This is an optimization exercise on Yosys and OpenROAD, whose aim is a short achievable clock period, not a production implementation.

==> inputs of branch zinc <==
## pwmcore
module pwmcore (
    input  wire        clk,
    input  wire        rst,           
    input  wire        cmd_valid,
    input  wire [31:0] cmd_word,
    output reg         resp_valid,
    output wire [31:0] resp_word,
    input  wire [7:0]  ev_in,
    output reg  [3:0]  pin_h,
    output reg  [3:0]  pin_l,
    output wire        irq_fault,
    output wire [3:0]  irq_match,
    output wire        irq_ovf
);
export LEC_CHECK = 0
export ABC_CLOCK_PERIOD_IN_PS = 2500
export CAP_MARGIN = 20
export CORE_MARGIN = 2
export CORE_UTILIZATION = 40
export PLACE_DENSITY = 0.6
export SETUP_SLACK_MARGIN = 4.8
export SLEW_MARGIN = 20
create_clock -name core_clock -period 7.6 [get_ports {clk}]
run.sh (not shown) runs the stock make flow with config.mk's settings and CLKGATE_MAP_FILE= SYNTH_SCRIPT=/design/flow/synth_recipe.tcl, a recipe that flattens the netlist after the stock synthesis.
==> inputs of branch maple, as changes to branch zinc <==
--- a/flow/design.v
+++ b/flow/design.v
@@ -23,36 +23,16 @@
                 for (j = 0; j < 16; j = j + 2 * s) begin
                     g[j+2*s-1] = g[j+2*s-1] | (p[j+2*s-1] & g[j+s-1]);
                     p[j+2*s-1] = p[j+2*s-1] & p[j+s-1];
                 end
             pfx16 = g[15];
         end
     endfunction
-    function automatic [1:0] cmp16(input [15:0] a, input [15:0] b);
-        reg [15:0] l, m;
-        reg        lh, mh;
-        integer s, j;
-        begin
-            l = ~a & b;
-            m = a & ~b;
-            for (s = 1; s < 16; s = s * 2)
-                for (j = 0; j < 16; j = j + 2 * s) begin
-                    lh = l[j+2*s-1];
-                    mh = m[j+2*s-1];
-                    l[j+2*s-1] = lh | (~mh & l[j+s-1]);
-                    m[j+2*s-1] = mh | (~lh & m[j+s-1]);
-                end
-            cmp16 = {l[15], m[15]};
-        end
-    endfunction
     function automatic lt16(input [15:0] a, input [15:0] b);
-        lt16 = cmp16(a, b) >> 1;
-    endfunction
-    function automatic eq16(input [15:0] a, input [15:0] b);
-        eq16 = ~|cmp16(a, b);
+        lt16 = pfx16(~a & b, ~(a ^ b));
     endfunction
     function automatic sum_ge(input [7:0] lo, input [7:0] hi, input [15:0] p);
         reg [8:0]  nq, s, b;
         reg [9:0]  c;
         integer j;
         begin
             nq = ~p[8:0];
@@ -103,23 +83,23 @@
             cz = (c == 16'd0);
             sc = c; sp = ph; sb = 1'b0;
             if (md == 1'b0) begin
                 if (dir == 1'b0) begin
                     if (cz) begin sc = per; sb = 1'b1; end
                     else sc = cd;
                 end else begin
-                    if (eq16(c, per)) begin sc = 16'd0; sb = 1'b1; end
+                    if (c == per) begin sc = 16'd0; sb = 1'b1; end
                     else sc = ci;
                 end
             end else begin
                 if (dir == 1'b0) begin
                     if (ph == 1'b0 && !cz) sc = cd;
                     else begin
                         sc = ci;
-                        if (eq16(c, per_m1)) begin sp = 1'b0; sb = 1'b1; end
+                        if (c == per_m1) begin sp = 1'b0; sb = 1'b1; end
                         else sp = 1'b1;
                     end
                 end else begin
                     if (ph == 1'b0 && lt16(c, per)) sc = ci;
                     else begin
                         sc = cd;
                         if (c == 16'd1) begin sp = 1'b0; sb = 1'b1; end
@@ -140,18 +120,15 @@
     reg        ovf;
     reg        faultif;
     reg        cfgerr;
     reg [7:0]  ev_prev;
     reg        resp_hi29;
     reg        ra31, ra28, rb, rc;
     reg [15:0] resp_lo;
-    reg        pc_a, pc_e, pm_a, pm_e, pd_a, pd_e;
-    wire       pend_car = pc_a & ~pc_e;
-    wire       pend_max = pm_a & ~pm_e;
-    wire       pend_dt  = pd_a & ~pd_e;
+    reg        pend_car, pend_max, pend_dt;
     reg [N-1:0] wr_r;           
     reg [31:0] cw;              
     reg [15:0] cw_pm1;          
     reg [N-1:0] cw_raw;         
     reg [N-1:0] r2_r;           
     reg [15:0] period;
     reg [15:0] period_m1;       
@@ -175,15 +152,14 @@
     reg [15:0] active_p  [0:N-1];
     reg [N-1:0] raw_p;
     reg [7:0]  dt_p  [0:N-1];
     reg [7:0]  dt_a1 [0:N-1];   
     reg [7:0]  dt_a0 [0:N-1];   
     reg [N-1:0] a1z_r, a1o_r;   
     reg [N-1:0] a0z_r, a0o_r;   
-    reg [N-1:0] lpp_r, lap_r, epp_r, eap_r;
     wire        tk  = enabled & phit_p;       
     wire        tkb = tk & nbnd_p;            
     wire [15:0] period_e    = pend_car ? cw[15:0] : period;
     wire [15:0] period_m1_e = pend_car ? cw_pm1 : period_m1;
     wire        direction_e = pend_car ? cw[27] : direction;
     wire        mode_e      = pend_car ? cw[26] : mode;
     wire [9:0]  div_m1_e    = pend_car ? dec10(cw[25:16]) : div_m1;
@@ -287,18 +263,24 @@
             if (sum_ge(dt_low_e[i], dt_high_e[i], c_period))
                 car_dt_bad = 1'b1;
             if (lt16(value, active_p[i]) || lt16(value, pending_e[i]))
                 max_ap_bad = 1'b1;
             car_raw[i] = ~c_dir & lt16(c_period, active_p[i]) | c_dir & (|active_p[i]);
         end
     end
+    wire er_car = enabled | ~|c_period | ~|c_div | ~lt16(max_duty_e, c_period) | car_dt_bad;
+    wire er_max = enabled | ~lt16(value, period_e) | max_ap_bad;
+    wire er_dt  = enabled | sum_ge(c_low, c_high, period_e);
     wire er_flt = enabled;
     wire er_wr  = lt16(max_duty_e, value);
     wire cfgerr_e = cfgerr | ra28 | rb | rc;    
     wire er_sta = cfgerr_e;
+    wire ok_car = lg_car & ~er_car;
+    wire ok_max = lg_max & ~er_max;
+    wire ok_dt  = lg_dt  & ~er_dt;
     wire ok_flt = lg_flt & ~er_flt;
     wire ok_sta = lg_sta & ~er_sta;
     wire ok_stp = lg_stp;
     wire ok_wr  = lg_wr  & ~er_wr;
     wire ok_fir = lg_fir;
     wire ok_clr = lg_clr;
     wire ok_ack = lg_ack;
@@ -332,36 +314,28 @@
     wire ev_latch = ev_any & ~fstate2;
     wire fstate_n  = fstate2 | ev_any;
     wire forced_n  = forced2 | ev_latch;
     wire faultif_n = ev_latch | fire_latch | (faultif & ~(ok_ack & cmd_word[9]));
     wire ovf_n     = tick_b | (ovf & ~(ok_ack & cmd_word[8]));
     wire vnz  = |value;
     wire bnd  = phit_e & nbnd_e;              
-    wire lt_s_cw = lt16(ncnt_s, cw[15:0]);
-    wire lt_p_cw = lt16(ncnt_p, cw[15:0]);
-    wire eq_s_cw = eq16(ncnt_s, cw[15:0]);
-    wire eq_p_cw = eq16(ncnt_p, cw[15:0]);
     wire ncz  = pend_car ? (cw_init == 16'd0) : (tk ? (ncnt_s == 16'd0) : (ncnt_p == 16'd0));
     reg [N-1:0] la, lp, ea, ep, r2, hit, match_n, h_n, l_n;
     always @(*) begin
         for (i = 0; i < N; i = i + 1) begin
-            lp[i] = pend_car ? (cw[27] ? (|pending_p[i][15:1]) : lt16(cw_pm1, pending_p[i])) :
-                    tk ? (wr_r[i] ? lt_s_cw : lt16(ncnt_s, pending_p[i])) :
-                         (wr_r[i] ? lt_p_cw : lpp_r[i]);
-            ep[i] = pend_car ? (cw[27] ? (pending_p[i] == 16'd1) : eq16(cw_pm1, pending_p[i])) :
-                    tk ? (wr_r[i] ? eq_s_cw : eq16(ncnt_s, pending_p[i])) :
-                         (wr_r[i] ? eq_p_cw : epp_r[i]);
-            la[i] = pend_car ? (cw[27] ? (|active_p[i][15:1]) : lt16(cw_pm1, active_p[i])) :
-                    tk ? (nbnd_p ? (wr_r[i] ? lt_s_cw : lt16(ncnt_s, pending_p[i]))
-                                 : lt16(ncnt_s, active_p[i])) :
-                         lap_r[i];
-            ea[i] = pend_car ? (cw[27] ? (active_p[i] == 16'd1) : eq16(cw_pm1, active_p[i])) :
-                    tk ? (nbnd_p ? (wr_r[i] ? eq_s_cw : eq16(ncnt_s, pending_p[i]))
-                                 : eq16(ncnt_s, active_p[i])) :
-                         eap_r[i];
+            lp[i] = pend_car ? lt16(cw_init, pending_e[i]) :
+                    (tk ? lt16(ncnt_s, pending_e[i]) : lt16(ncnt_p, pending_e[i]));
+            ep[i] = pend_car ? (cw_init == pending_e[i]) :
+                    (tk ? (ncnt_s == pending_e[i]) : (ncnt_p == pending_e[i]));
+            la[i] = pend_car ? lt16(cw_init, active_p[i]) :
+                    (tk ? (nbnd_p ? lt16(ncnt_s, pending_e[i]) : lt16(ncnt_s, active_p[i]))
+                        : lt16(ncnt_p, active_p[i]));
+            ea[i] = pend_car ? (cw_init == active_p[i]) :
+                    (tk ? (nbnd_p ? (ncnt_s == pending_e[i]) : (ncnt_s == active_p[i]))
+                        : (ncnt_p == active_p[i]));
             r2[i]  = bnd ? (wr_sel[i] ? (ncz & vnz) : lp[i]) : la[i];
             hit[i] = ~nphase_e & (bnd ? (wr_sel[i] ? (ncz & ~vnz) : ep[i]) : ea[i]);
             match_n[i] = (match[i] & ~(ok_ack & cmd_word[i])) | (tick & hit[i]);
             h_n[i] = en1 & (bnd ? (wr_sel[i] ? (ncz & z1[i] & vnz) : (lp[i] & z1[i]))
                                 : (phit_e ? (la[i] & z1[i]) : (raw_e[i] & dz[i])));
             l_n[i] = en1 & (bnd ? (wr_sel[i] ? (~(ncz & vnz) & z0[i]) : (~lp[i] & z0[i]))
                                 : (phit_e ? (~la[i] & z0[i]) : (~raw_e[i] & dz[i])));
@@ -405,21 +379,17 @@
             ra28       <= 1'b0;
             rb         <= 1'b0;
             rc         <= 1'b0;
             ev_prev    <= 8'h00;
             resp_valid <= 1'b0;
             pin_h      <= {N{1'b0}};
             pin_l      <= {N{1'b0}};
-            pc_a       <= 1'b0;
-            pm_a       <= 1'b0;
-            pd_a       <= 1'b0;
-            lpp_r      <= {N{1'b0}};
-            lap_r      <= {N{1'b0}};
-            epp_r      <= {N{1'b0}};
-            eap_r      <= {N{1'b0}};
+            pend_car   <= 1'b0;
+            pend_max   <= 1'b0;
+            pend_dt    <= 1'b0;
             wr_r       <= {N{1'b0}};
             period    <= 16'hFFFF;
             period_m1 <= 16'hFFFE;
             direction <= 1'b0;
             mode      <= 1'b0;
             div_m1    <= 10'd0;
             max_duty  <= 16'd0;
@@ -456,24 +426,17 @@
             rc         <= cfe_c;
             ev_prev    <= ev_in;
             resp_valid <= cmd_valid;
             for (i = 0; i < N; i = i + 1) begin
                 pin_h[i] <= forced_n ? safe1 : h_n[i];
                 pin_l[i] <= forced_n ? safe1 : l_n[i];
             end
-            pc_a       <= lg_car & ~(enabled | ~|c_period | ~|c_div);
-            pc_e       <= ~lt16(max_duty_e, c_period) | car_dt_bad;
-            pm_a       <= lg_max & ~enabled;
-            pm_e       <= ~lt16(value, period_e) | max_ap_bad;
-            pd_a       <= lg_dt & ~enabled;
-            pd_e       <= sum_ge(c_low, c_high, period_e);
-            lpp_r      <= lp;
-            lap_r      <= la;
-            epp_r      <= ep;
-            eap_r      <= ea;
+            pend_car   <= ok_car;
+            pend_max   <= ok_max;
+            pend_dt    <= ok_dt;
             wr_r       <= wr_sel;
             period    <= period_e;
             period_m1 <= period_m1_e;
             direction <= direction_e;
             mode      <= mode_e;
             div_m1    <= div_m1_e;
             max_duty  <= max_duty_e;
==> impl_metrics.yaml <==
global_route:
  grt_pass1_wl_um: 244000
  grt_use_total: 0.335
  grt_max_degree: 82
cts:
  post-cts-setup-buffer-count: 285
status:
  status: "finished clean"
critical_path:
  slowest_delay_ns: 0.49
  rrSetupSlack_ns: 3.98
  cp_num_cells: 16
  worst-endpoint-required_ns: 8.18
  crit_path_start: "cmd_word[1]"
yosys:
  post-synth-top-count-cell: "ha_1"
  synth_fa_ha_area_frac: 0.221
route:
  vias_per_cell: 6.24
power_and_ir_drop:
  power.share.clock: 0.467
floorplanning:
  core_sq_mm: 0.0952
Source of the figures above: branch maple

==> impl_metrics.yaml <==
status:
  status: "finished clean"
power_and_ir_drop:
  power.share.clock: 0.472
sta:
  rsz0062_at_grt: "yes"
critical_path:
  cp_num_cells: 15
  crit_path_start: "pc_e$_DFFE_PN_"
  rrSetupSlack_ns: 3.32
  slowest_delay_ns: 0.48
yosys:
  post-synth-top-count-cell: "nor2_1"
global_route:
  grt_max_degree: 142
  grt_use_total: 0.379
floorplanning:
  core_sq_mm: 0.0946
cts:
  post-cts-setup-buffer-count: 261
cells_and_area:
  fin_cells: 6518
route:
  vias_per_cell: 6.62
Source of the figures above: branch zinc

No functional check of the RTL was part of any run of this note.

## port drivers added, routing unchanged
The flow's constraints put no driver on any port. The routed layouts listed below were extracted and timed again, unchanged, in two steps. Step 1 sets driving cells, clkbuf_16 on the clock port and buf_2 on the other inputs (assumed; they add their load-dependent delay and slew). Step 2 also shifts input and output timing later by t, the mid clock arrival at the registers, as if the neighbouring blocks saw the same clock. Slacks: ideal ports / drivers / drivers and shift; pairs: ideal ports / drivers.
run | t (ns) | slack for setup (ns) | latest minus earliest clock arrival (ns) | slew at the worst register clock pin (ns) | cell pins on the clock port's net
branch zinc | 0.728 | 3.315 / 3.303 / 2.575 | 0.051 / 0.051 | 0.07 / 0.07 | 1
branch maple | 0.746 | 3.846 / 3.886 / 3.141 | 0.036 / 0.035 | 0.07 / 0.07 | 1
After both steps setup and hold are still met in every run listed. For branch zinc, which loses most, drivers alone change the setup slack by -0.012 ns; drivers and shift together by -0.740 ns.
